What follows belongs to an exercise in optimizing a design on an open flow for small area, a short achievable clock period and few clock cycles; a production flow would make more cautious choices.
The RTL was checked by simulation tests, not by an equivalence proof against the original design.
Power is estimated from default activity; no workload was simulated.

<file path="flow/run.sh">
#!/bin/bash
# synth_recipe.tcl (not shown) runs the flow's synth.tcl, then flattens the netlist and writes it again
# the make line also repeats each setting of config.mk as NAME=value (left out here)
make -C /OpenROAD-flow-scripts/flow DESIGN_CONFIG=/design/flow/config.mk WORK_HOME=/design/flow/orfs CLKGATE_MAP_FILE= SYNTH_SCRIPT=/design/flow/synth_recipe.tcl finish
</file>
<file path="flow/config.mk">
export PLATFORM = sky130hd
export DESIGN_NAME = m10_numeng
export DESIGN_NICKNAME = m10_numeng
export VERILOG_FILES = /design/flow/design.v
export SDC_FILE = /design/flow/constraint.sdc
export NUM_CORES = 4
export LEC_CHECK = 0
export ABC_AREA = 1
export CAP_MARGIN = 20
export CORE_MARGIN = 2
export CORE_UTILIZATION = 40
export PLACE_DENSITY = 0.6
export SETUP_SLACK_MARGIN = 2.2
export SLEW_MARGIN = 20
</file>
<file path="flow/constraint.sdc">
create_clock -name core_clock -period 6.0 [get_ports {clk}]
set_input_delay 1.2000 -clock core_clock [delete_from_list [all_inputs] [get_ports {clk}]]
set_output_delay 1.2000 -clock core_clock [all_outputs]
set_load 0.01 [all_outputs]
</file>
<file path="flow/design.v">
module m10_numeng #(
    parameter [31:0] REF_CLK   = 32'd50000000,
    parameter [31:0] K_MS      = 32'd1000,
    parameter [31:0] K_US      = 32'd1,
    parameter [7:0]  FINE_WRAP = 8'd127
) (
    input  wire        clk,
    input  wire        rst,
    input  wire        tick,
    input  wire        cmd_valid,
    output wire        cmd_ready,
    input  wire [7:0]  cmd_op,
    input  wire [7:0]  cmd_imm,
    input  wire [31:0] cmd_arg,
    output wire        rsp_valid,
    output wire [2:0]  rsp_err,
    output wire [31:0] rsp_data,
    output wire        tx_valid,
    input  wire        tx_ready,
    output wire [7:0]  tx_data
);
    localparam integer MD_K    = 2;             
    localparam [4:0]   MD_LAST = 24 / MD_K - 1;
    localparam [6:0]   FINE_LAST = FINE_WRAP[6:0] - 7'd1;
    localparam [25:0]  NREF = REF_CLK[25:0];
    localparam [1:0] F_DEC = 2'd0;
    localparam [1:0] F_HEX = 2'd1;
    localparam [1:0] F_OCT = 2'd2;
    localparam [1:0] F_BIN = 2'd3;
    function [2:0] top8;
        input [7:0] x;
        begin
            top8[2] = |x[7:4];
            top8[1] = top8[2] ? |x[7:6] : |x[3:2];
            top8[0] = top8[2] ? (top8[1] ? x[7] : x[5]) : (top8[1] ? x[3] : x[1]);
        end
    endfunction
    function [4:0] top32;
        input [31:0] x;
        reg   [3:0]  g;
        reg   [2:0]  gi;
        reg   [7:0]  b;
        integer i;
        begin
            for (i = 0; i < 4; i = i + 1)
                g[i] = |x[8*i +: 8];
            gi = top8({4'd0, g});
            case (gi[1:0])
                2'd0: b = x[7:0];
                2'd1: b = x[15:8];
                2'd2: b = x[23:16];
                default: b = x[31:24];
            endcase
            top32 = {gi[1:0], top8(b)};
        end
    endfunction
    function [32:0] padd;
        input [31:0] a;
        input [31:0] b;
        input        ci;
        reg   [31:0] g, p, hp;
        integer l, i, q;
        begin
            hp = a ^ b;
            g  = a & b;
            p  = hp;
            g[0] = g[0] | (p[0] & ci);
            for (l = 0; l < 5; l = l + 1)
                for (i = 0; i < 32; i = i + 1)
                    if (((i >> l) & 1) == 1) begin
                        q = ((i >> l) << l) - 1;
                        g[i] = g[i] | (p[i] & g[q]);
                        p[i] = p[i] & p[q];
                    end
            padd = {g[31], hp ^ {g[30:0], ci}};
        end
    endfunction
    function [31:0] pinc;
        input [31:0] x;
        input        ci;
        reg   [31:0] p;
        integer l, i, q;
        begin
            p = x;
            for (l = 0; l < 5; l = l + 1)
                for (i = 0; i < 32; i = i + 1)
                    if (((i >> l) & 1) == 1) begin
                        q = ((i >> l) << l) - 1;
                        p[i] = p[i] & p[q];
                    end
            pinc = x ^ ({p[30:0], 1'b1} & {32{ci}});
        end
    endfunction
    function [3:0] dbl_dig;
        input [3:0] d;
        input       ci;
        begin
            dbl_dig[0] = ci;
            dbl_dig[1] = (!d[3] && !d[2] && d[0]) || (d[2] && d[1] && !d[0]) || (d[3] && !d[0]);
            dbl_dig[2] = (!d[2] && d[1]) || (d[2] && d[1] && d[0]) || (d[3] && !d[0]);
            dbl_dig[3] = (d[2] && !d[1] && !d[0]) || (d[3] && d[0]);
        end
    endfunction
    function [39:0] bcd_dbl;
        input [39:0] c;
        input        b;
        integer i;
        reg [3:0] d;
        reg       ci;
        begin
            ci = b;
            for (i = 0; i < 10; i = i + 1) begin
                d = c[4*i +: 4];
                bcd_dbl[4*i +: 4] = dbl_dig(d, ci);
                ci = d[3] || (d[2] && (d[1] || d[0]));
            end
        end
    endfunction
    reg [6:0]  fine;
    reg [31:0] coarse;
    wire       cinc = tick && (fine == FINE_LAST);
    wire [31:0] coarse_p1 = pinc(coarse, 1'b1);
    always @(posedge clk) begin
        if (rst) begin
            fine   <= 7'd0;
            coarse <= 32'd0;
        end else if (tick) begin
            if (fine == FINE_LAST) begin
                fine   <= 7'd0;
                coarse <= coarse_p1;
            end else begin
                fine <= fine + 7'd1;
            end
        end
    end
    reg chan_open;
    wire i_snap  = (cmd_op == 8'h01);
    wire i_ms    = (cmd_op == 8'h02);
    wire i_us    = (cmd_op == 8'h03);
    wire i_open  = (cmd_op == 8'h20);
    wire i_close = (cmd_op == 8'h21);
    wire i_pi    = (cmd_op == 8'h2C);
    wire i_pl    = (cmd_op == 8'h2D);
    wire i_u8    = (cmd_op == 8'h2E);
    wire i_z     = i_snap | i_ms | i_us | i_open | i_close;
    wire i_f     = i_pi | i_pl;
    wire i_print = i_f | i_u8;
    wire imm_bin = (cmd_imm == 8'h02);
    wire imm_oct = (cmd_imm == 8'h08);
    wire imm_dec = (cmd_imm == 8'h0A);
    wire imm_hex = (cmd_imm == 8'h10);
    wire imm_fmt = imm_bin | imm_oct | imm_dec | imm_hex;
    wire rate_bad = (cmd_arg == 32'd0) || (cmd_arg > REF_CLK);
    reg [2:0] i_err;
    always @(*) begin
        if (!(i_z | i_print))
            i_err = 3'd1;
        else if (i_z && cmd_imm != 8'h00)
            i_err = 3'd1;
        else if (i_f && !imm_fmt)
            i_err = 3'd1;
        else if ((i_close | i_print) && !chan_open)
            i_err = 3'd2;
        else if (i_open && rate_bad)
            i_err = 3'd3;
        else
            i_err = 3'd0;
    end
    wire i_ok = (i_err == 3'd0);
    wire        in_neg = i_f && imm_dec && cmd_arg[31];
    wire [1:0]  in_fmt = i_u8 ? F_DEC : imm_hex ? F_HEX : imm_oct ? F_OCT :
                         imm_bin ? F_BIN : F_DEC;
    reg  [7:0]  nz_a, nz_n;
    integer j;
    always @(*) begin
        for (j = 0; j < 8; j = j + 1) begin
            nz_a[j] = |cmd_arg[4*j +: 4];
            nz_n[j] = ~&cmd_arg[4*j +: 4];
        end
    end
    wire [2:0] tn_a = top8(nz_a);             
    wire [2:0] tn_n = top8(nz_n);             
    reg  [3:0] in_anib;
    always @(*) begin
        case (tn_a)
            3'd0: in_anib = cmd_arg[3:0];    3'd1: in_anib = cmd_arg[7:4];
            3'd2: in_anib = cmd_arg[11:8];   3'd3: in_anib = cmd_arg[15:12];
            3'd4: in_anib = cmd_arg[19:16];  3'd5: in_anib = cmd_arg[23:20];
            3'd6: in_anib = cmd_arg[27:24];  default: in_anib = cmd_arg[31:28];
        endcase
    end
    wire [2:0] tb_lo = top8({4'd0, in_anib});
    wire [4:0] tb_a = {tn_a, tb_lo[1:0]};
    wire       u8_hi    = (cmd_imm[7:4] != 4'd0);
    function [7:0] nib_bcd;
        input [3:0] n;
        nib_bcd = (n >= 4'd10) ? {4'd1, n - 4'd10} : {4'd0, n};
    endfunction
    reg  [7:0] in_abcd;
    always @(*) begin
        case (tn_a)
            3'd0: in_abcd = nib_bcd(cmd_arg[3:0]);    3'd1: in_abcd = nib_bcd(cmd_arg[7:4]);
            3'd2: in_abcd = nib_bcd(cmd_arg[11:8]);   3'd3: in_abcd = nib_bcd(cmd_arg[15:12]);
            3'd4: in_abcd = nib_bcd(cmd_arg[19:16]);  3'd5: in_abcd = nib_bcd(cmd_arg[23:20]);
            3'd6: in_abcd = nib_bcd(cmd_arg[27:24]);  default: in_abcd = nib_bcd(cmd_arg[31:28]);
        endcase
    end
    wire [7:0] in_fbcd  = nib_bcd(i_u8 ? (u8_hi ? cmd_imm[7:4] : cmd_imm[3:0]) : in_anib);
    wire [2:0] in_tnib  = i_u8 ? {2'd0, u8_hi} : tn_a;
    reg  [31:0] in_low;
    always @(*)
        for (j = 0; j < 8; j = j + 1)
            in_low[4*j +: 4] = (j < in_tnib) ? (i_u8 ? cmd_imm[4*j +: 4] : cmd_arg[4*j +: 4]) : 4'd0;
    wire [2:0] in_nstart = (tn_n == 3'd7) ? 3'd7 : tn_n + 3'd1;
    reg  [39:0] in_rev;
    always @(*) begin
        in_rev[7:0] = 8'd0;
        for (j = 0; j < 8; j = j + 1)
            in_rev[4*(9-j) +: 4] = cmd_arg[4*j +: 4];
    end
    reg  [7:0] nz_t;
    always @(*)
        for (j = 0; j < 8; j = j + 1)
            nz_t[j] = |T[4*j +: 4];
    wire [2:0] tn_t = top8(nz_t);
    reg [25:0] div_r0;
    always @(*) begin
        case (tn_t)
            3'd0: div_r0 = 26'd0;
            3'd1: div_r0 = NREF >> 22;
            3'd2: div_r0 = NREF >> 18;
            3'd3: div_r0 = NREF >> 14;
            3'd4: div_r0 = NREF >> 10;
            3'd5: div_r0 = NREF >> 6;
            default: div_r0 = NREF >> 2;
        endcase
    end
    wire [4:0] div_c0 = 5'd25 - {tn_t, 2'd0};
    reg        rsp_q;       
    reg [2:0]  err_q;
    reg        res_q;       
    reg        ms_q;        
    reg        pr_act;      
    reg        md_act;      
    reg        md_stale;    
    reg        qv;          
    reg        ms_wait;     
    reg [4:0]  md_cnt;
    reg [9:0]  md_r;
    reg        b_go;        
    reg        b_div;
    reg        b_mini;
    reg        b_mul;
    wire bg_busy = b_go | b_div | b_mini | b_mul;
    reg        snd_act;
    reg [39:0] sd;
    reg [4:0]  sp;
    reg [1:0]  sfmt;
    reg        snl;
    reg [1:0]  sph;
    localparam [1:0] PH_SIGN = 2'd0;
    localparam [1:0] PH_DIG  = 2'd1;
    localparam [1:0] PH_NL   = 2'd2;
    reg [7:0]  txd;
    wire snd_end  = (sfmt == F_BIN) ? (sp == 5'd31) :
                    (sfmt == F_OCT) ? (sp == 5'd10) : (sp == 5'd9);
    wire snd_last = (sph == PH_NL) || (sph == PH_DIG && snd_end && !snl);
    wire snd_adv  = snd_act && tx_ready;
    wire snd_done = snd_adv && snd_last;
    wire cur_busy = rsp_q | ms_wait | pr_act;
    wire complete = rsp_q | snd_done;
    wire base_ready = !cur_busy || complete;
    assign cmd_ready = base_ready && !(bg_busy && {cmd_op[7:6], cmd_op[4:2]} == 5'd0);
    wire take = cmd_valid && cmd_ready;
    assign rsp_valid = rsp_q | snd_done;
    assign rsp_err   = err_q;
    reg [31:0] A;
    reg [31:0] T;
    reg [25:0] crf;
    reg [4:0]  bg_cnt;
    reg        mb;          
    reg        nb;          
    assign rsp_data = {T[31:24] & {8{res_q & !ms_q}}, T[23:0] & {24{res_q}}};
    wire        rneg = A[31];
    wire [31:0] opa = (b_div || b_mul) ? {A[30:0], b_div && nb} : A;
    wire [31:0] opb = b_div ? ({6'd0, T[25:0]} ^ {32{!rneg}}) :
                      (b_mul && !mb) ? 32'd0 : {6'd0, crf};
    wire [32:0] sum = padd(opa, opb, b_div && !rneg);
    wire        ge  = !sum[31];
    wire [4:0]  bg_cm1 = bg_cnt - 5'd1;
    reg  [7:0] nz_c;
    reg        c_tb;
    always @(*)
        for (j = 0; j < 8; j = j + 1)
            nz_c[j] = |coarse[4*j +: 4];
    wire [2:0] c_tn = top8(nz_c);
    always @(*) begin
        case (c_tn)
            3'd0: c_tb = coarse[3];   3'd1: c_tb = coarse[7];
            3'd2: c_tb = coarse[11];  3'd3: c_tb = coarse[15];
            3'd4: c_tb = coarse[19];  3'd5: c_tb = coarse[23];
            3'd6: c_tb = coarse[27];  default: c_tb = coarse[31];
        endcase
    end
    reg [9:0]  mdr_n;
    reg [31:0] mdt_n;
    reg [10:0] mdx;
    integer m;
    always @(*) begin
        mdr_n = md_r;
        mdt_n = T;
        for (m = 0; m < MD_K; m = m + 1) begin
            mdx = {mdr_n, mdt_n[23]};
            if (mdx[10] || (&mdx[9:5] && (mdx[4] || mdx[3]))) begin   
                mdr_n = mdx[9:0] - K_MS[9:0];
                mdt_n = {mdt_n[30:0], 1'b1};
            end else begin
                mdr_n = mdx[9:0];
                mdt_n = {mdt_n[30:0], 1'b0};
            end
        end
    end
    wire md_start = !qv && !md_act && !bg_busy && !take && !cinc;
    always @(posedge clk) begin
        if (rst) begin
            chan_open <= 1'b0;
            rsp_q     <= 1'b0;
            err_q     <= 3'd0;
            res_q     <= 1'b0;
            ms_q      <= 1'b0;
            pr_act    <= 1'b0;
            md_act    <= 1'b0;
            qv        <= 1'b0;
            ms_wait   <= 1'b0;
            b_go      <= 1'b0;
            b_div     <= 1'b0;
            b_mini    <= 1'b0;
            b_mul     <= 1'b0;
            A         <= 32'd0;
            crf       <= 26'd0;
        end else begin
            rsp_q <= 1'b0;
            if (snd_done)
                pr_act <= 1'b0;
            if (cinc)
                qv <= 1'b0;
            if (md_act) begin
                md_r   <= mdr_n;
                T      <= mdt_n;
                md_cnt <= md_cnt - 5'd1;
                if (cinc)
                    md_stale <= 1'b1;
                if (md_cnt == 5'd0) begin
                    md_act  <= 1'b0;
                    qv      <= !(md_stale || cinc);
                    ms_wait <= 1'b0;
                    if (ms_wait)
                        rsp_q <= 1'b1;
                end
            end else if (md_start) begin
                T        <= A;
                md_r     <= {2'd0, A[31:24]};
                md_cnt   <= MD_LAST;
                md_act   <= 1'b1;
                md_stale <= 1'b0;
            end
            if (b_div) begin
                A      <= sum[31:0];
                crf    <= {crf[24:0], ge};
                bg_cnt <= bg_cm1;
                nb     <= NREF[bg_cm1];
                if (bg_cnt == 5'd0) begin
                    b_div  <= 1'b0;
                    b_mini <= 1'b1;
                end
            end else if (b_mini) begin
                T      <= coarse;
                A      <= 32'd0;
                bg_cnt <= {c_tn, 2'b11};
                mb     <= c_tb;
                if (!cinc) begin
                    b_mini <= 1'b0;
                    b_mul  <= 1'b1;
                end
            end else if (b_mul) begin
                A      <= sum[31:0];
                bg_cnt <= bg_cm1;
                mb     <= T[bg_cm1];
                if (cinc) begin
                    b_mul  <= 1'b0;
                    b_mini <= 1'b1;
                end else if (bg_cnt == 5'd0) begin
                    b_mul  <= 1'b0;
                end
            end else if (b_go) begin
                b_go   <= 1'b0;
                b_div  <= 1'b1;
                bg_cnt <= div_c0;
                nb     <= NREF[div_c0];
                A      <= {6'd0, div_r0};
                crf    <= 26'd0;
            end else if (cinc) begin
                A <= sum[31:0];
            end
            if (take) begin
                err_q <= i_err;
                res_q <= 1'b0;
                ms_q  <= 1'b0;
                rsp_q <= !i_ok || !(i_ms || i_print);
                if (i_snap || i_us || i_open) begin
                    T      <= i_snap ? coarse : i_us ? A : {6'd0, cmd_arg[25:0]};
                    qv     <= 1'b0;
                    md_act <= 1'b0;
                end
                if (i_ms && !(qv || (md_act && md_cnt == 5'd0 && !md_stale)) &&
                    (!md_act || md_stale)) begin
                    T        <= A;
                    md_r     <= {2'd0, A[31:24]};
                    md_cnt   <= MD_LAST;
                    md_act   <= 1'b1;
                    md_stale <= cinc;
                end
                if (i_ok) begin
                    if (i_snap || i_us) begin
                        res_q <= 1'b1;
                    end else if (i_ms) begin
                        res_q <= 1'b1;
                        ms_q  <= 1'b1;
                        if (qv || (md_act && md_cnt == 5'd0 && !md_stale))
                            rsp_q <= 1'b1;
                        else
                            ms_wait <= 1'b1;
                    end else if (i_open) begin
                        chan_open <= 1'b1;
                        b_go      <= 1'b1;
                    end else if (i_close) begin
                        chan_open <= 1'b0;
                    end else begin
                        pr_act <= 1'b1;
                    end
                end
            end
        end
    end
    reg        eg_act;      
    reg        eg_com;      
    reg        eg_done;     
    reg        eg_ok;
    reg        eg_dead;
    reg [39:0] C;
    reg [2:0]  eq;
    reg [1:0]  eg_fmt;
    reg        eg_neg;
    reg        eg_nl;
    reg [4:0]  eg_tb;       
    reg [9:0] c_nz;
    always @(*)
        for (j = 0; j < 10; j = j + 1)
            c_nz[j] = |C[4*j +: 4];
    reg [3:0] c_low;
    always @(*) begin
        c_low = 4'd9;
        for (j = 8; j >= 0; j = j - 1)
            if (c_nz[j]) c_low = j[3:0];
    end
    reg  [3:0]  e_nib;
    always @(*) begin
        case (eq)
            3'd0: e_nib = C[3:0];    3'd1: e_nib = C[7:4];
            3'd2: e_nib = C[11:8];   3'd3: e_nib = C[15:12];
            3'd4: e_nib = C[19:16];  3'd5: e_nib = C[23:20];
            3'd6: e_nib = C[27:24];  default: e_nib = C[31:28];
        endcase
    end
    reg [39:0] bcd_in;
    always @(*)
        for (j = 0; j < 10; j = j + 1)
            bcd_in[4*j +: 4] = (9 - j > 7 || 9 - j > eq) ? C[4*(9-j) +: 4] : 4'd0;
    wire [39:0] c_n1 = bcd_dbl(bcd_in, e_nib[3]);
    wire [39:0] c_n2 = bcd_dbl(c_n1,   e_nib[2]);
    wire [39:0] c_n3 = bcd_dbl(c_n2,   e_nib[1]);
    wire [39:0] c_n4 = bcd_dbl(c_n3,   e_nib[0]);
    reg [39:0] c_step;
    always @(*)
        for (j = 0; j < 10; j = j + 1)
            c_step[4*j +: 4] = (j > 7 || j >= eq) ? c_n4[4*(9-j) +: 4] : C[4*j +: 4];
    wire i_pok      = chan_open && (i_u8 || (i_f && imm_fmt));
    wire p_take     = cmd_valid && base_ready;
    wire eg_spec    = eg_act && !eg_com && !eg_dead;
    wire snd_free   = !snd_act || snd_done;
    wire xfer       = eg_act && eg_done && !eg_dead &&
                      (eg_com || (p_take && eg_ok)) && snd_free;
    wire eg_free    = !eg_act || eg_dead || (xfer && eg_com);
    reg  [3:0] eg_to;       
    always @(*) begin
        case (eg_tb)
            5'd0, 5'd1, 5'd2:    eg_to = 4'd0;
            5'd3, 5'd4, 5'd5:    eg_to = 4'd1;
            5'd6, 5'd7, 5'd8:    eg_to = 4'd2;
            5'd9, 5'd10, 5'd11:  eg_to = 4'd3;
            5'd12, 5'd13, 5'd14: eg_to = 4'd4;
            5'd15, 5'd16, 5'd17: eg_to = 4'd5;
            5'd18, 5'd19, 5'd20: eg_to = 4'd6;
            5'd21, 5'd22, 5'd23: eg_to = 4'd7;
            5'd24, 5'd25, 5'd26: eg_to = 4'd8;
            5'd27, 5'd28, 5'd29: eg_to = 4'd9;
            default:             eg_to = 4'd10;
        endcase
    end
    wire [4:0] x_p0 = (eg_fmt == F_BIN) ? ~eg_tb :
                      (eg_fmt == F_OCT) ? 5'd10 - {1'b0, eg_to} : {1'b0, c_low};
    wire eg_load = cmd_valid && i_print && eg_free;
    always @(posedge clk) begin
        if (rst) begin
            eg_act <= 1'b0;
        end else if (eg_load) begin
            eg_act  <= 1'b1;
            eg_com  <= p_take && i_pok;
            eg_dead <= p_take && !i_pok;
            eg_ok   <= i_pok;
            eg_fmt <= in_fmt;
            eg_neg <= in_neg;
            eg_nl  <= i_pl;
            eg_tb  <= tb_a;
            if (in_fmt == F_DEC && in_neg) begin
                C       <= {8'd0, pinc(~cmd_arg, 1'b1)};
                eq      <= in_nstart;
                eg_done <= 1'b0;
            end else if (in_fmt == F_DEC) begin
                C       <= {in_fbcd[3:0], in_fbcd[7:4], in_low};
                eq      <= in_tnib - 3'd1;
                eg_done <= (in_tnib == 3'd0);
            end else begin
                C       <= in_rev;
                eg_done <= 1'b1;
            end
        end else if (eg_dead || (eg_spec && (!cmd_valid || (p_take && !eg_ok))) || xfer) begin
            eg_act <= 1'b0;
        end else begin
            if (eg_spec && p_take)
                eg_com <= 1'b1;
            if (!eg_done) begin
                C  <= c_step;
                eq <= eq - 3'd1;
                if (eq == 3'd0) eg_done <= 1'b1;
            end
        end
    end
    function [3:0] dsel;
        input [39:0] x;
        input [4:0]  idx;
        input [1:0]  fmt;
        reg   [3:0]  n;
        reg   [2:0]  o;
        reg   [32:0] a;      
        reg   [31:0] v;      
        reg   [32:0] ov;     
        integer i;
        begin
            a[32] = 1'b0;
            for (i = 0; i < 32; i = i + 1)
                a[i] = x[4*(9 - i/4) + i%4];
            for (i = 0; i < 32; i = i + 1)
                v[i] = a[31 - i];
            for (i = 0; i < 11; i = i + 1)
                ov[3*i +: 3] = a[3*(10 - i) +: 3];
            case (idx[3:0])
                4'd0: n = x[3:0];    4'd1: n = x[7:4];
                4'd2: n = x[11:8];   4'd3: n = x[15:12];
                4'd4: n = x[19:16];  4'd5: n = x[23:20];
                4'd6: n = x[27:24];  4'd7: n = x[31:28];
                4'd8: n = x[35:32];  default: n = x[39:36];
            endcase
            case (idx[3:0])
                4'd0: o = ov[2:0];    4'd1: o = ov[5:3];
                4'd2: o = ov[8:6];    4'd3: o = ov[11:9];
                4'd4: o = ov[14:12];  4'd5: o = ov[17:15];
                4'd6: o = ov[20:18];  4'd7: o = ov[23:21];
                4'd8: o = ov[26:24];  4'd9: o = ov[29:27];
                default: o = ov[32:30];
            endcase
            case (fmt)
                F_OCT:   dsel = {1'b0, o};
                F_BIN:   dsel = {3'd0, v[idx]};
                default: dsel = n;
            endcase
        end
    endfunction
    wire        nsel = !snd_act || snd_last;
    wire [39:0] dx   = nsel ? C : sd;
    wire [4:0]  dn   = nsel ? x_p0 : (sph == PH_SIGN) ? sp : sp + 5'd1;
    wire [1:0]  df   = nsel ? eg_fmt : sfmt;
    wire [3:0]  dv   = dsel(dx, dn, df);
    wire [7:0]  dch  = (dv < 4'd10) ? {4'h3, dv} : (8'h37 + {4'd0, dv});
    always @(posedge clk) begin
        if (rst) begin
            snd_act <= 1'b0;
        end else if (xfer) begin
            snd_act <= 1'b1;
            sd      <= C;
            sp      <= x_p0;
            sfmt    <= eg_fmt;
            snl     <= eg_nl;
            sph     <= eg_neg ? PH_SIGN : PH_DIG;
            txd     <= eg_neg ? 8'h2D : dch;
        end else if (snd_adv) begin
            if (snd_last) begin
                snd_act <= 1'b0;
            end else if (sph == PH_SIGN) begin
                sph <= PH_DIG;
                txd <= dch;
            end else if (!snd_end) begin
                sp  <= sp + 5'd1;
                txd <= dch;
            end else begin
                sph <= PH_NL;
                txd <= 8'h0A;
            end
        end
    end
    assign tx_valid = snd_act;
    assign tx_data  = txd;
endmodule
</file>
==> flow_metrics.tcl, run 1 <==
set metrics [dict create \
    cp-end-kind "output pin" \
    max_freq_ghz 0.262 \
    worst_clock_skew_ns 0.0265 \
    cp_cell_sequence "clkdlybuf4s50_1, nor3_4, inv_1, nor2_1, inv_2, nor2_2, inv_2, nand2_2, inv_1, clkdlybuf4s15_2" \
    grt_max_degree 74 \
    clk_path_buf_depth 3 \
    nets 4103 \
    crit_family "buffers and inverters" \
    drtPass1Iterations 7 \
    first_iter_violations 2667 \
    wirelength_um 95800 \
    rrSetupSlack_ns 2.37 \
    setup_viol 0 \
    worstMarginPinSlew_ns 0.946 \
    synthArstFlopShare_pct 0 \
    ir_worst_vdd_mv 0.180 \
    synth_top_area_share_pct 20.5 \
    p_int_mw 3.90 \
    synth_edf_count 168 \
    powerDensity_mw_per_mm2 185 \
    cts_tree "done" \
    gp_congestion 1.01 \
    final_cell_mix "nand2_1, inv_1, nor2_1" \
    portBuffers 96 \
    finish.instance_area_sq_mm 0.0294 \
    avgViaCountPerCell 5.66 \
    min_period_ns 3.82 \
    whs_ns 0.431 \
    ant_nets 0 \
    pwr-share-seq_pct 40.7 \
    grt_pass1_vias 24400 \
    clk_latency_ns 0.57 \
    min_path_type "register to register" \
    syn_to_final_growth_pct 19.2 \
    synthFlopType "edfxtp_1" \
    grtUsageTotal_pct 28.9 \
    fin_util_pct 48.5 \
    dieArea_sq_mm 0.0636 \
    ys_types 74 \
    switching_share_pct 28.3 \
    status "timing/DRC/antenna clean" \
    cp_slowest_cell "clkdlybuf4s50_1" \
    max-cap-violations 0 \
    path_clk_slew_ns 0.06 \
    diodes 0 \
    fill_cells 6286 \
    syn_avg_cell_area_sq_um 6.46 \
    cp.required_ns 4.80 \
    gr-total-overflow 0 \
    power.leakage_nw 13.0 \
    drive_gt1_share_pct 11.8 \
    crit_cells 10 \
    final_common_cell "nand2_1" \
    r2r_cells 16 \
    comb_power_share_pct 13.6 \
    power_frac_clock_pct 45.7 \
    slew_viol_final 0 \
    antenna_found_initial 0 \
    syn_inst 3816 \
    grt_first_pass_wirelength_um 143000 \
    start_kind "primary input" \
    arrival_ns 2.62 \
    dpl_cell_area_sq_mm 0.0263 \
    seq_area_sq_mm 0.00740 \
    numCtsBuffers 38 \
    hpwl_um 71300 \
    slew_headroom_pct 37.0 \
    cp_max_fo 2 \
    criticalPathCategory "primary input to output pin" \
    ios 99 \
    crit_path_max_incr_delay_ns 0.44 \
    path_buf_inv 6 \
    root_buffer "clkbuf_16" \
    synth_seq_area_share_pct 30.0 \
    coreArea_sq_mm 0.0606 \
    holdPathStages 0 \
    synth_top_area_cell "edfxtp_1" \
    h-tree-depth 2 \
    initial_core_util_pct 40.7 \
    cts.sinks 285 \
    synth_seq_cells 285 \
    synthTopCellsByArea "edfxtp_1, nand2_1, dfxtp_1" \
    row_count 90 \
    yosys_warnings 7 \
    p_sw_mw 1.54 \
    routedWlPerCell_um 20.0 \
    via_count 27100 \
    multi_input_area_sq_mm 0.0150 \
    hold_viol_final 0 \
    fp.dieH_um 252 \
    drc 0 \
    fin_tns_setup_ns 0 \
    rsz0062_at_grt "yes" \
    die_w_um 252 \
    fin_crit_sh_pct 63.6 \
    syn-cell-area_sq_mm 0.0246 \
]
-- area by class of cell --
class	count	share of cell area, %
clock buffer	51	3.87
multi-input combinational	2792	51.1
timing repair inverter	1	0.0256
clock inverter	19	0.720
tap	782	3.33
sequential	285	25.2
timing repair buffer	258	7.77
inverter	604	7.94
-- metal layers --
metal	global-route usage, %	vias to the layer above	part of all wire (%)
met1	36.5	12500	40
met2	48.6	1222	47
met5	0	-	0
met3	3.35	281	7.2
met4	14.9	0	5.8
li1	-	13100	-
-- synth_stat cells (46+ instances only) --
master    number
nand2_1      856
o211ai_1      64
nand3_1      206
dfxtp_1      117
inv_1        575
a21oi_1      255
o22ai_1       48
nor2_1       415
xor2_1        46
edfxtp_1     168
nand4_1       49
ha_1          64
o21ai_0      357
nor3_1        65
clkbuf_1     102
-- power groups by stage --
stage / combinational, mW / sequential (mW) / clock [mW]
2_1_floorplan: 0.466 / 2.21 / 0
3_3_place_gp: 0.676 / 2.26 / 0
3_5_place_dp: 0.677 / 2.26 / 0
4_1_cts: 0.687 / 2.21 / 2.52
5_1_grt: 0.812 / 2.22 / 2.58
6_report: 0.737 / 2.22 / 2.49
-- what timing repair did --
action | 4_1_cts | 5_1_grt
buffers inserted | 16 | 110
endpoints found under the hold margin | 0 | 0
setup endpoints to repair | 152 | 151
hold buffers | 0 | 0
cloned | 3 | 4
resized for setup | 81 | 156
pin swaps | 7 | 39
-- worst reg2reg max path: cells and delay by family (launching register included) --
family,cells,cell delay (ns)
buf+inv,5,0.91
simple gates,7,1.28
flops,1,0.36
compound gates,4,0.82
-- registers in the layout (all words and copies together) (netlist names), 7 cells and up --
name and flops:
C 40, sd 40, A 32, T 32
coarse 32, crf 26, md_r 10, fine 7
txd 7
-- cells by family after synthesis --
logic type / after synthesis / synth area share, %
XOR/XNOR: 59 / 2.10
buffers and inverters: 745 / 11.7
flip-flops: 285 / 30.0
AND/OR/NAND/NOR: 1717 / 30.2
other: 1 / 0.0152
AO/OA/AOI/OAI: 939 / 22.2
adder cells (fa/ha/maj): 70 / 3.74
-- per-stage QoR --
step           setup WS [ns]  cells  power [mW]
2_1_floorplan           2.22   3817        2.68
3_3_place_gp            1.03   4589        2.93
3_5_place_dp            1.02   4589        2.93
4_1_cts                 2.16   4678        5.42
5_1_grt                 2.07   4792        5.61
6_report                2.18   4792        5.44
-- worst paths after layout --
path,end,from
max,cmd_ready,cmd_op[4]
min,snl,eg_nl
max reg2reg,T[27],b_div
min reg2reg,snl,eg_nl
Testbench counts, summed over its fixed seeds: cycles 24,638.
==> run 2, diff against run 1 <==
--- a/flow/config.mk
+++ b/flow/config.mk
@@ -10,5 +10,5 @@
 export CORE_MARGIN = 2
 export CORE_UTILIZATION = 40
 export PLACE_DENSITY = 0.6
-export SETUP_SLACK_MARGIN = 2.2
+export SETUP_SLACK_MARGIN = 2.5
 export SLEW_MARGIN = 20
==> flow_metrics.tcl, run 2 <==
set metrics [dict create \
    dp_slack_ns 1.11 \
    clk_latency_ns 0.58 \
    dieArea_sq_mm 0.0636 \
    h-tree-depth 2 \
    syn_avg_cell_area_sq_um 6.46 \
    cp_max_fo 5 \
    coreArea_sq_mm 0.0606 \
    dpl_cell_area_sq_mm 0.0262 \
    ios 99 \
    rrSetupSlack_ns 2.46 \
    avgViaCountPerCell 5.68 \
    setup_viol 0 \
    start_kind "register" \
    max_freq_ghz 0.282 \
    gr-total-overflow 0 \
    arrival_ns 3.95 \
    final_common_cell "nand2_1" \
    clk_path_buf_depth 3 \
    worst_clock_skew_ns 0.0380 \
    r2r-end "A[8]" \
    slew_headroom_pct 34.6 \
    synth_seq_area_share_pct 30.0 \
    whs_ns 0.416 \
    fp.dieH_um 252 \
    worstMarginPinSlew_ns 0.980 \
    power.leakage_nw 13.7 \
    synth-xor-area-share_pct 2.10 \
    setup_ws_ns 2.46 \
    synthArstFlopShare_pct 0 \
    ys_types 74 \
    hpwl_um 70800 \
    root_buffer "clkbuf_16" \
    first_iter_violations 2542 \
    synthAdderAreaFrac_pct 3.74 \
    status "timing/DRC/antenna clean" \
    min_period_ns 3.54 \
    grtUsageTotal_pct 29.5 \
    criticalPathCategory "register to register" \
    cts_tree "done" \
    portBuffers 96 \
    nets 4196 \
    row_count 90 \
    hold_viol_final 0 \
    drive_gt1_share_pct 18.0 \
    yosys_warnings 7 \
    synthMuxAreaShare_pct 0 \
    grt_pass1_vias 25100 \
    gp_congestion 0.969 \
    fin_tns_setup_ns 0 \
    routedWlPerCell_um 20.4 \
    endpoint "A[8]" \
    ant_nets 0 \
    hold_buffers 0 \
    diodes 0 \
    synth_top_area_share_pct 20.5 \
    initial_core_util_pct 40.7 \
    powerDensity_mw_per_mm2 171 \
    grt_max_degree 73 \
    top_regs "C (40), sd (40)" \
    slew_viol_final 0 \
    numCtsBuffers 38 \
    synthTopCellsByArea "edfxtp_1, nand2_1, dfxtp_1" \
    die_w_um 252 \
    fin_crit_sh_pct 59.0 \
    path_clk_slew_ns 0.06 \
    syn-cell-area_sq_mm 0.0246 \
    min_path_type "register to register" \
    yosys-top-cells-count "nand2_1, inv_1, nor2_1, o21ai_0, a21oi_1" \
    fill_cells 6116 \
    synth_seq_cells 285 \
    antenna_found_initial 0 \
    syn_to_final_growth_pct 26.0 \
    drc 0 \
    syn_inst 3816 \
    finish.instance_area_sq_mm 0.0310 \
    cts.sinks 285 \
    cp.required_ns 6.41 \
    cp-end-kind "register" \
    wirelength_um 99500 \
    yosys.area_share.simple_pct 30.2 \
    synth_top_area_cell "edfxtp_1" \
    synth_edf_count 168 \
    fin_util_pct 51.2 \
    rsz0062_at_grt "yes" \
    grt_first_pass_wirelength_um 146000 \
    synthFlopType "edfxtp_1" \
    final_cell_mix "nand2_1, inv_1, nor2_1" \
    ir_worst_vdd_mv 0.191 \
    synth_compound_area_share_pct 22.2 \
    synth_top_family_by_area "simple AND/OR/NAND/NOR gates" \
    via_count 27800 \
    drtPass1Iterations 8 \
    synth_most_common_cell "nand2_1" \
    r2r-start "b_div" \
    max-cap-violations 0 \
    cp-startpoint "b_div" \
    r2r_cells 17 \
]
## run 2: cell counts after synthesis
Identical to the previous run, type by type.
## run 2: cell families (layout without fill, tap and decap cells)
logic type / after synthesis / count (layout)
simple gates: 1717 / 1723
compound gates: 939 / 939
buf+inv: 745 / 1025
flops: 285 / 285
fa+ha+maj: 70 / 70
xor+xnor: 59 / 59
other cells: 1 / 2
## run 2: worst max-delay path, cell delays in order, from the launching register on
cell and delay [ns]:
dfxtp_4 0.39, buf_6 0.15, nor2_4 0.20, a22oi_2 0.09, fa_2 0.41, fa_2 0.40
nor2_4 0.14, a211oi_4 0.06, o21ai_2 0.18, nand2_2 0.09, a21oi_2 0.19, buf_4 0.14
buf_6 0.10, nor2_4 0.04, fa_2 0.56, nand2_1 0.06, a21oi_2 0.13, a211oi_2 0.06
## run 2: per-layer routing
layer | GRT usage, % | vias up | routed length (um)
met4 | 15.0 | 0 | 5680
met1 | 36.7 | 12800 | 39100
met5 | 0 | - | 0
met3 | 3.96 | 305 | 7720
li1 | - | 13300 | -
met2 | 50.2 | 1294 | 47000
## run 2: how the worst min path moves through the flow
stage	from	to	slack, ns	depth (start not counted)
floorplan	eg_nl	snl	0.40	0
global placement	eg_nl	snl	0.40	0
detailed placement	eg_nl	snl	0.40	0
CTS	eg_nl	snl	0.42	0
global route	eg_nl	snl	0.43	0
finish	eg_nl	snl	0.42	0
## run 2: final cells by class
type                            instances  area, sq um  share of cell area [%]
Multi-Input combinational cell       2793        15800                    51.0
Clock inverter                         13          141                   0.455
Inverter                              604         2380                    7.68
Tap cell                              782          978                    3.15
Clock buffer                           57         1090                    3.52
Sequential cell                       285         7400                    23.8
Timing Repair Buffer                  347         3180                    10.2
Timing Repair inverter                  4         42.5                   0.137
## run 2: per-stage QoR
step | total power, mW | cells
after floorplan | 2.68 | 3817
after global placement | 2.94 | 4581
after detailed placement | 2.94 | 4581
after CTS | 5.26 | 4760
after global routing | 5.49 | 4885
final | 5.31 | 4885
## run 2: timing repair
action | CTS | global route
buffers inserted | 102 | 118
cloned | 7 | 7
setup endpoints to repair | 184 | 161
pin swaps | 46 | 116
gates resized for setup | 245 | 296
## run 2: power by group
part	switching (mW)	internal, mW
combinational	0.507	0.278
clock	0.955	1.35
sequential	0.0872	2.13
==> run 3, diff against run 2 <==
--- a/flow/design.v
+++ b/flow/design.v
@@ -19,7 +19,7 @@
     input  wire        tx_ready,
     output wire [7:0]  tx_data
 );
-    localparam integer MD_K    = 2;             
+    localparam integer MD_K    = 3;             
     localparam [4:0]   MD_LAST = 24 / MD_K - 1;
     localparam [6:0]   FINE_LAST = FINE_WRAP[6:0] - 7'd1;
     localparam [25:0]  NREF = REF_CLK[25:0];
--- a/flow/config.mk
+++ b/flow/config.mk
@@ -12,3 +12,4 @@
 export PLACE_DENSITY = 0.6
 export SETUP_SLACK_MARGIN = 2.5
 export SLEW_MARGIN = 20
+export TNS_END_PERCENT = 20
==> flow_metrics.tcl, run 3 <==
set metrics [dict create \
    p_int_mw 3.88 \
    min_period_ns 3.51 \
    synth_seq_cells 285 \
    cts_tree "done" \
    slew_headroom_pct 40.7 \
    grt_pass1_vias 25600 \
    syn_to_final_growth_pct 24.1 \
    grt_use_met2_pct 52.0 \
    grt_max_degree 59 \
    yosys_warnings 7 \
    initial_core_util_pct 40.3 \
    multi_input_area_sq_mm 0.0160 \
    grt.busiest_layer "met2" \
    placed_cells 4602 \
    die_w_um 253 \
    ant_nets 0 \
    synth_most_common_cell "nand2_1" \
    coreArea_sq_mm 0.0614 \
    yosys-top-cells-count "nand2_1, inv_1, nor2_1, o21ai_0, a21oi_1" \
    slew_viol_final 0 \
    hold_buffers 0 \
    endpoint "A[17]" \
    row_count 91 \
    criticalPathCategory "register to register" \
    hpwl_um 74200 \
    pwr-share-seq_pct 40.5 \
    finish.instance_area_sq_mm 0.0307 \
    cp.required_ns 6.50 \
    status "timing/DRC/antenna clean" \
    routedWlPerCell_um 21.2 \
    cp_max_fo 7 \
    r2r-end "A[17]" \
    syn_avg_cell_area_sq_um 6.48 \
    final_common_cell "nand2_1" \
    grt_use_met1_pct 36.5 \
    gp_congestion 0.990 \
    r2r_cells 14 \
    syn-cell-area_sq_mm 0.0247 \
    portBuffers 96 \
    clk_path_buf_depth 3 \
    via_count 27800 \
    power_frac_clock_pct 43.1 \
    ios 99 \
    avgViaCountPerCell 5.74 \
    powerDensity_mw_per_mm2 180 \
    cts.sinks 285 \
    syn_inst 3815 \
    antenna_found_initial 0 \
    grt_first_pass_wirelength_um 151000 \
    drive_gt1_share_pct 17.1 \
    top_regs "C (40), sd (40)" \
    gr-total-overflow 0 \
    hold_viol_final 0 \
    fp.dieH_um 253 \
    power.leakage_nw 13.3 \
    drc 0 \
    globalRouteMet3Util_pct 4.12 \
    numCtsBuffers 38 \
    switching_share_pct 30.0 \
    r2r-start "T[24]" \
    arrival_ns 4.01 \
    synth_edf_count 168 \
    grtUsageTotal_pct 30.8 \
    synth_top_area_share_pct 20.4 \
    path_clk_slew_ns 0.06 \
    h-tree-depth 2 \
    synthArstFlopShare_pct 0 \
    dieArea_sq_mm 0.0638 \
    wirelength_um 103000 \
    start_kind "register" \
    clk_latency_ns 0.58 \
    setup_viol 0 \
    max-cap-violations 0 \
    stdcell_count 4855 \
    p_sw_mw 1.66 \
    synthTopCellsByArea "edfxtp_1, nand2_1, dfxtp_1" \
    min_path_type "register to register" \
    fin_crit_sh_pct 58.5 \
    synth_top_area_cell "edfxtp_1" \
    rsz0062_at_grt "yes" \
    rrSetupSlack_ns 2.49 \
    synth_seq_area_share_pct 29.9 \
    cp-end-kind "register" \
    worst_clock_skew_ns 0.0267 \
    root_buffer "clkbuf_16" \
    drtPass1Iterations 8 \
    ys_types 78 \
    dpl_cell_area_sq_mm 0.0264 \
    final_cell_mix "nand2_1, inv_1, nor2_1" \
    nets 4159 \
    ir_worst_vdd_mv 0.191 \
    worstMarginPinSlew_ns 0.889 \
    power_mw 5.53 \
    seq_area_sq_mm 0.00739 \
    synthFlopType "edfxtp_1" \
    first_iter_violations 2915 \
    fin_tns_setup_ns 0 \
    comb_power_share_pct 16.4 \
    max_freq_ghz 0.285 \
    cp-startpoint "T[24]" \
    fill_cells 6195 \
]
-- run 3: cell count changes in the layout (fill, tap and decap cells not counted), moves of 11 or more --
cell	previous run	this run
inv_1	519	468
clkbuf_2	11	22
nor2_1	363	397
nand2_2	57	44
buf_4	214	177
nand3b_1	4	15
nand2_1	808	840
-- run 3: critical path: stages, from the launching register on --
cell	delay (ns)
edfxtp_1	0.49
nor4_2	0.43
nand2_1	0.29
nor2_2	0.35
inv_1	0.20
o211ai_1	0.12
nand2_1	0.16
inv_1	0.17
ha_1	0.17
inv_1	0.07
nor2_1	0.16
nor2_1	0.09
o21ai_1	0.39
o21ai_0	0.18
a21oi_1	0.16
-- run 3: how the worst min path moves through the flow --
stage / startpoint / cells past startpoint / endpoint
finish: eg_nl / 0 / snl
global route: eg_nl / 0 / snl
CTS: eg_nl / 0 / snl
detailed placement: C[27] / 0 / sd[27]
global placement: C[11] / 0 / sd[11]
floorplan: eg_nl / 0 / snl
-- run 3: power groups by stage --
| stage | Sequential [mW] | Combinational [mW] | Clock, mW |
|---|---|---|---|
| final | 2.24 | 0.909 | 2.38 |
| after global routing | 2.24 | 0.996 | 2.48 |
| after CTS | 2.23 | 0.822 | 2.40 |
| after detailed placement | 2.27 | 0.802 | 0 |
| after global placement | 2.27 | 0.797 | 0 |
| after floorplan | 2.22 | 0.566 | 0 |
-- run 3: cell type report --
cell class / count / area share (%)
multi-input cells: 2844 / 52.1
flip-flops and latches: 285 / 24.1
repair buffers: 309 / 9.07
inverters: 553 / 7.14
clock buffers: 55 / 3.75
well taps: 790 / 3.22
clock inverters: 14 / 0.396
repair inverters: 4 / 0.163
diodes: 1 / 0.00816
-- run 3: kinds of logic after synthesis --
family	synth area share [%]
flip-flops	29.9
XOR/XNOR	2.36
other	0.0152
adder cells (fa/ha/maj)	3.78
AO/OA/AOI/OAI	21.9
AND/OR/NAND/NOR	31.3
buffers and inverters	10.8
-- run 3: per-stage QoR --
stage / worst slack, ns / hold WS [ns] / utilization [%]
floorplan: 2.12 / 0.400 / -
global placement: 1.06 / 0.433 / 43.1
detailed placement: 0.977 / 0.436 / 43.1
CTS: 2.41 / 0.461 / 47.2
global route: 2.31 / 0.464 / 50.0
finish: 2.49 / 0.450 / 50.0
-- run 3: timing repair --
item / 4_1_cts / 5_1_grt
gates cloned: 6 / 9
setup buffers: 76 / 92
gates resized for setup: 269 / 282
endpoints found under the setup margin: 199 / 162
pin swaps: 43 / 89
-- run 3: layer usage --
metal,share of wire [%],up-vias,routed length [um]
li1,-,13300,-
met1,38,12800,39500
met2,47,1361,48000
met3,7.4,352,7560
met4,7.6,0,7810
met5,0,-,0
Testbench counts of run 3, summed over its fixed seeds: cycles 24,389.
==> run 4, diff against run 3 <==
--- a/flow/config.mk
+++ b/flow/config.mk
@@ -9,7 +9,8 @@
 export CAP_MARGIN = 20
 export CORE_MARGIN = 2
 export CORE_UTILIZATION = 40
+export CTS_BUF_LIST = sky130_fd_sc_hd__clkbuf_8
+export CTS_CLUSTER_SIZE = 30
 export PLACE_DENSITY = 0.6
 export SETUP_SLACK_MARGIN = 2.5
 export SLEW_MARGIN = 20
-export TNS_END_PERCENT = 20
==> flow_metrics.tcl, run 4 <==
set metrics [dict create \
    grt_max_degree 80 \
    die_w_um 253 \
    worst_clock_skew_ns 0.0548 \
    cp_slowest_cell "edfxtp_1" \
    clk_path_buf_depth 3 \
    nets 4192 \
    avgViaCountPerCell 5.69 \
    final_cell_mix "nand2_1, inv_1, nor2_1" \
    root_buffer "clkbuf_8" \
    ios 99 \
    hpwl_um 71200 \
    criticalPathCategory "register to register" \
    portBuffers 96 \
    gp_congestion 0.989 \
    ant_nets 0 \
    crit_path_max_incr_delay_ns 0.51 \
    synthArstFlopShare_pct 0 \
    fin_crit_sh_pct 60.1 \
    min_period_ns 3.60 \
    globalRouteMet3Util_pct 4.05 \
    powerDensity_mw_per_mm2 167 \
    routedWlPerCell_um 20.5 \
    finish.instance_area_sq_mm 0.0306 \
    min_path_type "register to register" \
    path_buf_inv 1 \
    r2r-end "A[19]" \
    worst_hold_startpoint "eg_nl" \
    syn_inst 3815 \
    final_common_cell "nand2_1" \
    fill_cells 6277 \
    row_count 91 \
    grtUsageTotal_pct 30.0 \
    status "timing/DRC/antenna clean" \
    min_to "snl" \
    fin_tns_setup_ns 0 \
    holdPathStages 0 \
    drive_gt1_share_pct 17.3 \
    clk_latency_ns 0.70 \
    synthFlopType "edfxtp_1" \
    fp.dieH_um 253 \
    drtPass1Iterations 10 \
    initial_core_util_pct 40.3 \
    antenna_found_initial 4 \
    ir_worst_vdd_mv 0.143 \
    numCtsBuffers 55 \
    coreArea_sq_mm 0.0614 \
    ys_types 78 \
    slew_headroom_pct 31.1 \
    r2r-start "T[0]" \
    slew_viol_final 0 \
    rsz0062_at_grt "yes" \
    cp_max_fo 3 \
    critPathMostFrequentCell "nand2_2" \
    syn-cell-area_sq_mm 0.0247 \
    cts.sinks 285 \
    cts_tree "done" \
    cp-end-kind "register" \
    synth_top_area_share_pct 20.4 \
    worstMarginPinSlew_ns 1.03 \
    first_iter_violations 2858 \
    hold_buffers 0 \
    synth_seq_area_share_pct 29.9 \
    grt_first_pass_wirelength_um 148000 \
    yosys_warnings 7 \
    start_kind "register" \
    grt.busiest_layer "met2" \
    cp_cell_sequence "xnor2_2, o21ai_4, fa_2, fa_2, nor2_2, a211oi_2, o21ai_2, nand2_1, nand2_2, nand2_2, nand2_2, a21boi_4, o21ai_4, buf_6, a21boi_2, nor2_1, nor2_1, or2_1, nand3b_1, nand2_1, a21oi_2" \
    cp.required_ns 6.63 \
    power_mw 5.10 \
    grt_pass1_vias 25400 \
    dieArea_sq_mm 0.0638 \
    max_freq_ghz 0.277 \
    rrSetupSlack_ns 2.40 \
    synth_most_common_cell "nand2_1" \
    via_count 27900 \
    top_regs "C (40), sd (40)" \
    gr-total-overflow 0 \
    syn_avg_cell_area_sq_um 6.48 \
    r2r_cells 21 \
    crit_family "simple AND/OR/NAND/NOR gates" \
    grt_use_met2_pct 50.3 \
    hold_viol_final 0 \
    wirelength_um 101000 \
    h-tree-depth 2 \
    synth_edf_count 168 \
    drc 0 \
    power.leakage_nw 13.4 \
    syn_to_final_growth_pct 23.6 \
    dpl_cell_area_sq_mm 0.0265 \
    grt_use_met1_pct 37.0 \
    synth_top_area_cell "edfxtp_1" \
    arrival_ns 4.23 \
    max-cap-violations 0 \
    yosys-top-cells-count "nand2_1, inv_1, nor2_1, o21ai_0, a21oi_1" \
    setup_viol 0 \
    synthTopCellsByArea "edfxtp_1, nand2_1, dfxtp_1" \
    path_clk_slew_ns 0.06 \
    synth_seq_cells 285 \
]
## run 4: changes by cell type in the layout (fill, tap and decap cells not counted), moves of 10 or more
cell           previous run  this run
clkbuf_8                  3        65
inv_1                   468       491
nand2_1                 840       830
buf_4                   177       196
clkbuf_16                46         1
o21ai_1                  49        60
dlygate4sd2_1             9        19
## run 4: area by class of cell
| type | count | area [sq um] | area share [%] |
|---|---|---|---|
| multi-input cells | 2844 | 16000 | 52.2 |
| flip-flops and latches | 285 | 7400 | 24.2 |
| repair buffers | 327 | 2960 | 9.69 |
| inverters | 553 | 2150 | 7.03 |
| well taps | 790 | 988 | 3.23 |
| clock buffers | 65 | 895 | 2.93 |
| clock inverters | 28 | 183 | 0.598 |
| repair inverters | 2 | 18.8 | 0.0614 |
| diodes | 4 | 10.0 | 0.0328 |
## run 4: cell families after synthesis
family	count (synthesis)	share of synthesized area, %
simple gates	1774	31.3
compound gates	924	21.9
buf+inv	695	10.8
flops	285	29.9
fa+ha+maj	71	3.78
xor+xnor	65	2.36
other cells	1	0.0152
## run 4: power by group
part           switching, mW  internal (mW)  total, mW
clock                  0.926           1.06       1.99
combinational          0.581          0.312      0.893
sequential            0.0880           2.14       2.22
total                   1.59           3.51       5.10
## run 4: timing repair
action                     4_1_cts  5_1_grt
setup endpoints to repair      198      160
gates resized for setup        221      254
cloned                          10        6
hold endpoints to repair         0        0
pin swaps                       39       69
buffers inserted                77      111
## run 4: stage by stage
stage,worst slack [ns],hold slack (ns),std cells,util (%)
global placement,1.06,0.452,4597,43.2
detailed placement,1.03,0.452,4597,43.2
floorplan,2.29,0.400,3816,-
finish,2.40,0.454,4898,49.8
CTS,2.45,0.463,4777,47.1
global route,2.24,0.468,4895,49.8
## run 4: worst max-delay path by stage
stage	from	endpoint	depth (start not counted)
2_1_floorplan	cmd_op[6]	C[4]	17
3_3_place_gp	cmd_op[6]	C[7]	18
3_5_place_dp	cmd_op[6]	C[7]	18
4_1_cts	cmd_op[6]	cmd_ready	12
5_1_grt	b_div	crf[0]	21
6_report	T[0]	A[19]	21
## run 4: layer usage
metal  vias up  wire length (um)
li1      13400                 -
met2      1325             47000
met5         -                 0
met4         0              6740
met3       360              7610
met1     12800             39300
==> run 5, diff against run 4 <==
--- a/flow/config.mk
+++ b/flow/config.mk
@@ -9,8 +9,6 @@
 export CAP_MARGIN = 20
 export CORE_MARGIN = 2
 export CORE_UTILIZATION = 40
-export CTS_BUF_LIST = sky130_fd_sc_hd__clkbuf_8
-export CTS_CLUSTER_SIZE = 30
 export PLACE_DENSITY = 0.6
 export SETUP_SLACK_MARGIN = 2.5
 export SLEW_MARGIN = 20
==> flow_metrics.tcl, run 5 <==
set metrics [dict create \
    status "timing/DRC/antenna clean" \
    grt_first_pass_wirelength_um 148000 \
    min_period_ns 3.52 \
    root_buffer "clkbuf_16" \
    max-cap-violations 0 \
    path_clk_slew_ns 0.06 \
    worst_clock_skew_ns 0.0310 \
    fin_crit_sh_pct 58.7 \
    yosys_warnings 7 \
    synthTopCellsByArea "edfxtp_1, nand2_1, dfxtp_1" \
    hpwl_um 71200 \
    via_count 28100 \
    first_iter_violations 2926 \
    synthArstFlopShare_pct 0 \
    slew_viol_final 0 \
    synth_top_family_by_area "simple AND/OR/NAND/NOR gates" \
    max_freq_ghz 0.284 \
    dieArea_sq_mm 0.0638 \
    ir_worst_vdd_mv 0.167 \
    stdcell_count 4905 \
    power_frac_clock_pct 43.2 \
    fill_cells 6175 \
    synth_top_area_share_pct 20.4 \
    fp.dieH_um 253 \
    clk_path_buf_depth 3 \
    cp.required_ns 6.42 \
    h-tree-depth 2 \
    cts.sinks 285 \
    pwr-share-seq_pct 40.4 \
    worstMarginPinSlew_ns 1.05 \
    gp_congestion 0.989 \
    hold_viol_final 0 \
    synth_top_area_cell "edfxtp_1" \
    routedWlPerCell_um 20.8 \
    synth_edf_count 168 \
    switching_share_pct 29.7 \
    final_cell_mix "nand2_1, inv_1, nor2_1" \
    numCtsBuffers 37 \
    criticalPathCategory "register to register" \
    synthFlopType "edfxtp_1" \
    coreArea_sq_mm 0.0614 \
    grtUsageTotal_pct 29.9 \
    synthMuxAreaShare_pct 0 \
    yosys-top-cells-count "nand2_1, inv_1, nor2_1, o21ai_0, a21oi_1" \
    powerDensity_mw_per_mm2 177 \
    gr-total-overflow 0 \
    cp_max_fo 4 \
    power.leakage_nw 13.5 \
    initial_core_util_pct 40.3 \
    syn_inst 3815 \
    p_int_mw 3.87 \
    p_sw_mw 1.63 \
    holdPathStages 2 \
    arrival_ns 3.94 \
    r2r_cells 22 \
    fin_tns_setup_ns 0 \
    avgViaCountPerCell 5.72 \
    min_path_type "register to register" \
    syn_to_final_growth_pct 25.5 \
    top_regs "C (40), sd (40)" \
    ios 99 \
    dp_slack_ns 1.03 \
    nets 4206 \
    hold_buffers 0 \
    placed_cells 4597 \
    grt_max_degree 80 \
    synth_most_common_cell "nand2_1" \
    synth_compound_area_share_pct 21.9 \
    synthAdderAreaFrac_pct 3.78 \
    row_count 91 \
    start_kind "register" \
    die_w_um 253 \
    synth-xor-area-share_pct 2.36 \
    ys_types 78 \
    wirelength_um 102000 \
    final_common_cell "nand2_1" \
    drtPass1Iterations 6 \
    ant_nets 0 \
    setup_viol 0 \
    cp-end-kind "register" \
    antenna_found_initial 5 \
    clk_latency_ns 0.59 \
    setup_ws_ns 2.48 \
    synth_seq_cells 285 \
    cts_tree "done" \
    slew_headroom_pct 29.8 \
    portBuffers 96 \
    yosys.area_share.simple_pct 31.3 \
    syn-cell-area_sq_mm 0.0247 \
    grt_pass1_vias 25200 \
    comb_power_share_pct 16.4 \
    synth_seq_area_share_pct 29.9 \
    drive_gt1_share_pct 18.4 \
    drc 0 \
    rsz0062_at_grt "yes" \
    syn_avg_cell_area_sq_um 6.48 \
]
[run 5: cell counts after synthesis]
Identical to the previous run, type by type.
[run 5: layout make-up]
cell class | count | area, sq um | area share [%]
Clock inverter | 17 | 219 | 0.706
Tap cell | 790 | 988 | 3.19
Clock buffer | 48 | 1050 | 3.39
Timing Repair Buffer | 360 | 3210 | 10.4
Sequential cell | 285 | 7400 | 23.8
Multi-Input combinational cell | 2843 | 16000 | 51.4
Timing Repair inverter | 2 | 16.3 | 0.0524
Inverter | 553 | 2160 | 6.97
Antenna cell | 7 | 17.5 | 0.0565
[run 5: critical path, cell delays in order (launching register included)]
cell and delay (ns):
dfxtp_4 0.37, inv_4 0.08, nor2_4 0.05, inv_4 0.06, buf_12 0.11, nand2_2 0.05
nand2_2 0.05, o21ai_2 0.08, fa_2 0.41, fa_2 0.40, nor2_2 0.12, a211oi_2 0.06
o21ai_2 0.13, nand2_1 0.08, nand2_2 0.07, nand2_2 0.05, nand2_2 0.09, a21boi_4 0.09
o21ai_4 0.22, buf_6 0.13, fa_2 0.43, a211oi_2 0.18, a211oi_1 0.06
[run 5: routing by layer]
layer / GRT usage [%] / routed length, um / vias to the layer above / share of wire, %
met5: 0 / 13 / - / 0.013
met4: 16.7 / 6740 / 2 / 6.6
met3: 3.72 / 7970 / 353 / 7.8
met2: 50.4 / 47600 / 1358 / 47
met1: 37.0 / 39500 / 13000 / 39
li1: - / - / 13400 / -
[run 5: cells by family after synthesis]
| family | after synthesis |
|---|---|
| AND/OR/NAND/NOR | 1774 |
| AO/OA/AOI/OAI | 924 |
| buffers and inverters | 695 |
| flip-flops | 285 |
| adder cells (fa/ha/maj) | 71 |
| XOR/XNOR | 65 |
| other | 1 |
[run 5: worst paths after layout]
check            end  slack [ns]    start
max            A[16]        2.48    b_mul
min          crf[25]        0.46  crf[25]
max reg2reg    A[16]        2.48    b_mul
min reg2reg  crf[25]        0.46  crf[25]
[run 5: metrics by stage]
stage          total power [mW]  area [sq um]  hold WS (ns)  util [%]
6_report                   5.50         31000         0.461      50.6
5_1_grt                    5.68         31000         0.468      50.5
4_1_cts                    5.44         29200         0.464      47.6
3_5_place_dp               3.06         26500         0.452      43.2
3_3_place_gp               3.05         26500         0.452      43.2
2_1_floorplan              2.78         24900         0.400         -
[run 5: timing repair]
| item | CTS | global route |
|---|---|---|
| gates resized for setup | 252 | 263 |
| buffers inserted | 86 | 133 |
| pin swaps | 40 | 91 |
| setup endpoints to repair | 202 | 161 |
| cloned | 8 | 9 |
[run 5: power by group through the flow]
stage | Clock (mW) | Sequential (mW) | Combinational (mW)
after floorplan | 0 | 2.22 | 0.568
after global placement | 0 | 2.27 | 0.786
after detailed placement | 0 | 2.27 | 0.792
after CTS | 2.39 | 2.22 | 0.827
after global routing | 2.47 | 2.22 | 0.992
final | 2.38 | 2.22 | 0.903
==> run 6, diff against run 5 <==
--- a/flow/design.v
+++ b/flow/design.v
@@ -211,7 +211,13 @@
     always @(*)
         for (j = 0; j < 8; j = j + 1)
             in_low[4*j +: 4] = (j < in_tnib) ? (i_u8 ? cmd_imm[4*j +: 4] : cmd_arg[4*j +: 4]) : 4'd0;
-    wire [2:0] in_nstart = (tn_n == 3'd7) ? 3'd7 : tn_n + 3'd1;
+    reg  [7:0] az;          
+    always @(*) begin
+        az[0] = ~|cmd_arg[3:0];
+        for (j = 1; j < 8; j = j + 1)
+            az[j] = az[j-1] && ~|cmd_arg[4*j +: 4];
+    end
+    wire [2:0] in_nstart = (tn_n != 3'd7 && az[tn_n]) ? tn_n + 3'd1 : tn_n;
     reg  [39:0] in_rev;
     always @(*) begin
         in_rev[7:0] = 8'd0;
==> flow_metrics.tcl, run 6 <==
set metrics [dict create \
    status "timing/DRC/antenna clean" \
    ant_nets 0 \
    drive_gt1_share_pct 17.9 \
    synthTopCellsByArea "edfxtp_1, nand2_1, dfxtp_1" \
    via_count 28600 \
    final_common_cell "nand2_1" \
    cts_tree "done" \
    synth_seq_cells 285 \
    h-tree-depth 2 \
    start_kind "register" \
    yosys-top-cells-count "nand2_1, inv_1, nor2_1, o21ai_0, a21oi_1" \
    antenna_found_initial 3 \
    coreArea_sq_mm 0.0617 \
    whs_ns 0.463 \
    row_count 91 \
    criticalPathCategory "register to register" \
    setup_viol 0 \
    synthArstFlopShare_pct 0 \
    r2r-end "A[9]" \
    synth_edf_count 168 \
    die_w_um 254 \
    portBuffers 96 \
    cts.sinks 285 \
    slew_viol_final 0 \
    power.leakage_nw 13.7 \
    hold_viol_final 0 \
    routedWlPerCell_um 20.4 \
    rsz0062_at_grt "yes" \
    numCtsBuffers 39 \
    final_cell_mix "nand2_1, inv_1, nor2_1" \
    clk_path_buf_depth 3 \
    initial_core_util_pct 40.4 \
    fin_util_pct 50.5 \
    gr-total-overflow 0 \
    worstMarginPinSlew_ns 0.860 \
    arrival_ns 4.00 \
    synth_seq_area_share_pct 29.6 \
    grt_first_pass_wirelength_um 151000 \
    ir_worst_vdd_mv 0.252 \
    hold_buffers 0 \
    avgViaCountPerCell 5.69 \
    cp.required_ns 6.43 \
    top_regs "C (40), sd (40)" \
    max_freq_ghz 0.280 \
    first_iter_violations 3121 \
    worst_hold_startpoint "eg_nl" \
    clk_latency_ns 0.59 \
    fill_cells 6274 \
    syn_inst 3908 \
    dieArea_sq_mm 0.0643 \
    synth_top_area_share_pct 20.2 \
    wirelength_um 103000 \
    synth_top_area_cell "edfxtp_1" \
    syn_to_final_growth_pct 25.1 \
    slew_headroom_pct 42.3 \
    gp_congestion 0.984 \
    fp.dieH_um 254 \
    grt_max_degree 58 \
    syn-cell-area_sq_mm 0.0249 \
    max-cap-violations 0 \
    path_clk_slew_ns 0.06 \
    hpwl_um 73100 \
    r2r-start "T[0]" \
    ys_types 75 \
    powerDensity_mw_per_mm2 182 \
    min_period_ns 3.57 \
    syn_avg_cell_area_sq_um 6.38 \
    r2r_cells 17 \
    drtPass1Iterations 6 \
    synthFlopType "edfxtp_1" \
    grtUsageTotal_pct 30.4 \
    ios 99 \
    min_to "snl" \
    root_buffer "clkbuf_16" \
    grt_pass1_vias 25600 \
    yosys_warnings 7 \
    fin_crit_sh_pct 59.5 \
    drc 0 \
    nets 4289 \
    rrSetupSlack_ns 2.43 \
    cp-end-kind "register" \
    holdPathStages 0 \
    fin_tns_setup_ns 0 \
    synth_most_common_cell "nand2_1" \
    min_path_type "register to register" \
    worst_clock_skew_ns 0.0431 \
    cp_max_fo 3 \
]
[run 6: cell count changes after synthesis, moves of 8 or more]
cell / before / now
o21ai_1: 42 / 34
clkbuf_1: 105 / 97
a22oi_1: 21 / 13
nor2_1: 446 / 493
nand2_1: 876 / 894
o221ai_1: 40 / 32
inv_1: 519 / 554
nand3_1: 198 / 228
o22ai_1: 34 / 53
[run 6: report_power, final]
group	switching (mW)	total [mW]	internal, mW	leakage, nW
registers	0.0936	2.23	2.14	2.54
clock network	0.978	2.47	1.49	0.652
logic	0.625	0.984	0.358	10.5
total	1.70	5.68	3.98	13.7
[run 6: worst max-delay path by stage]
stage                start  endpoint  slack [ns]  cells past startpoint
2_1_floorplan    cmd_op[6]      C[4]        2.35                     17
3_3_place_gp   cmd_arg[30]     C[38]        1.15                     19
3_5_place_dp   cmd_arg[30]     C[38]        1.15                     19
4_1_cts               T[0]     A[16]        2.38                     20
5_1_grt                 mb    crf[0]        2.25                     22
6_report              T[0]      A[9]        2.43                     17
[run 6: worst max-delay path, stage by stage (launching register included)]
cell      delay (ns)
edfxtp_1        0.52
xnor2_2         0.19
o21ai_2         0.08
fa_2            0.36
fa_2            0.36
inv_1           0.06
nand2_1         0.04
nand2_1         0.07
a21oi_2         0.07
o21ai_2         0.20
nand2_2         0.11
a21oi_4         0.19
nor2_4          0.06
buf_4           0.13
fa_1            0.37
xnor2_1         0.18
a32oi_1         0.32
a21oi_1         0.10
[run 6: timing repair]
item | CTS | global route
setup endpoints to repair | 184 | 163
buffers inserted | 112 | 99
cloned | 10 | 3
pin swaps | 48 | 96
resized for setup | 265 | 269
[run 6: cell families (layout without fill, tap and decap cells)]
| logic type | Yosys count | after routing | share of synthesized area (%) |
|---|---|---|---|
| xor gates and xnor gates | 65 | 65 | 2.31 |
| and+or+nand+nor | 1836 | 1841 | 31.4 |
| other | 1 | 3 | 0.0150 |
| buffers and inverters | 732 | 1012 | 11.4 |
| adders and majority gates | 72 | 72 | 3.79 |
| DFF | 285 | 285 | 29.6 |
| AOI/OAI and AO/OA | 917 | 917 | 21.5 |
[run 6: per-stage QoR]
stage	cell area (sq um)	instances	setup slack (ns)	power [mW]
after floorplan	25100	3909	2.35	2.80
after global placement	26700	4736	1.15	3.10
after detailed placement	26700	4736	1.15	3.10
after CTS	29700	4929	2.38	5.60
after global routing	31200	5031	2.25	5.86
final	31200	5032	2.43	5.68
[run 6: area by class of cell]
cell class / count / area [sq um] / area share, %
Timing Repair Buffer: 349 / 3010 / 9.66
Tap cell: 837 / 1050 / 3.36
Clock inverter: 16 / 164 / 0.526
Inverter: 589 / 2280 / 7.30
Antenna cell: 1 / 2.50 / 0.00802
Multi-Input combinational cell: 2897 / 16100 / 51.6
Timing Repair inverter: 3 / 23.8 / 0.0762
Sequential cell: 285 / 7400 / 23.7
Clock buffer: 55 / 1170 / 3.75
[run 6: per-layer routing]
| metal | vias up | global-route usage, % | share of wire [%] |
|---|---|---|---|
| li1 | 13600 | - | - |
| met1 | 13200 | 38.1 | 39 |
| met2 | 1452 | 50.3 | 46 |
| met3 | 373 | 4.14 | 8.0 |
| met4 | 4 | 17.1 | 6.6 |
| met5 | - | 0 | 0.026 |
Testbench counts of run 6, summed over its fixed seeds: cycles 24,253.

==> port drivers added, routing unchanged <==
The flow's constraints put no driver on any port. The routed layouts listed below were extracted and timed again, unchanged, in two steps.
Step 1 sets driving cells, clkbuf_16 on the clock port and buf_2 on the other inputs (assumed; they add their load-dependent delay and slew).
Step 2 also shifts input and output timing later by t, the mid clock arrival at the registers, as if the neighbouring blocks saw the same clock.
Three values: no drivers, after step 1, after step 2; two values: the first two.
run	t (ns)	slack for setup (ns)	hold slack, ns
run 1	0.622	2.183 / 2.161 / 1.618	0.431 / 0.431 / 0.431
run 2	0.623	2.457 / 2.457 / 1.890	0.416 / 0.416 / 0.416
run 3	0.631	2.491 / 2.453 / 1.947	0.450 / 0.450 / 0.450
run 4	0.726	2.395 / 2.395 / 1.813	0.454 / 0.454 / 0.454
run 5	0.631	2.479 / 2.453 / 1.970	0.461 / 0.461 / 0.461
run 6	0.624	2.431 / 2.431 / 1.942	0.463 / 0.463 / 0.463
After both steps every run listed still meets setup and hold. For run 4, which loses most, drivers alone change the setup slack by 0.000 ns; drivers and shift together by -0.582 ns.
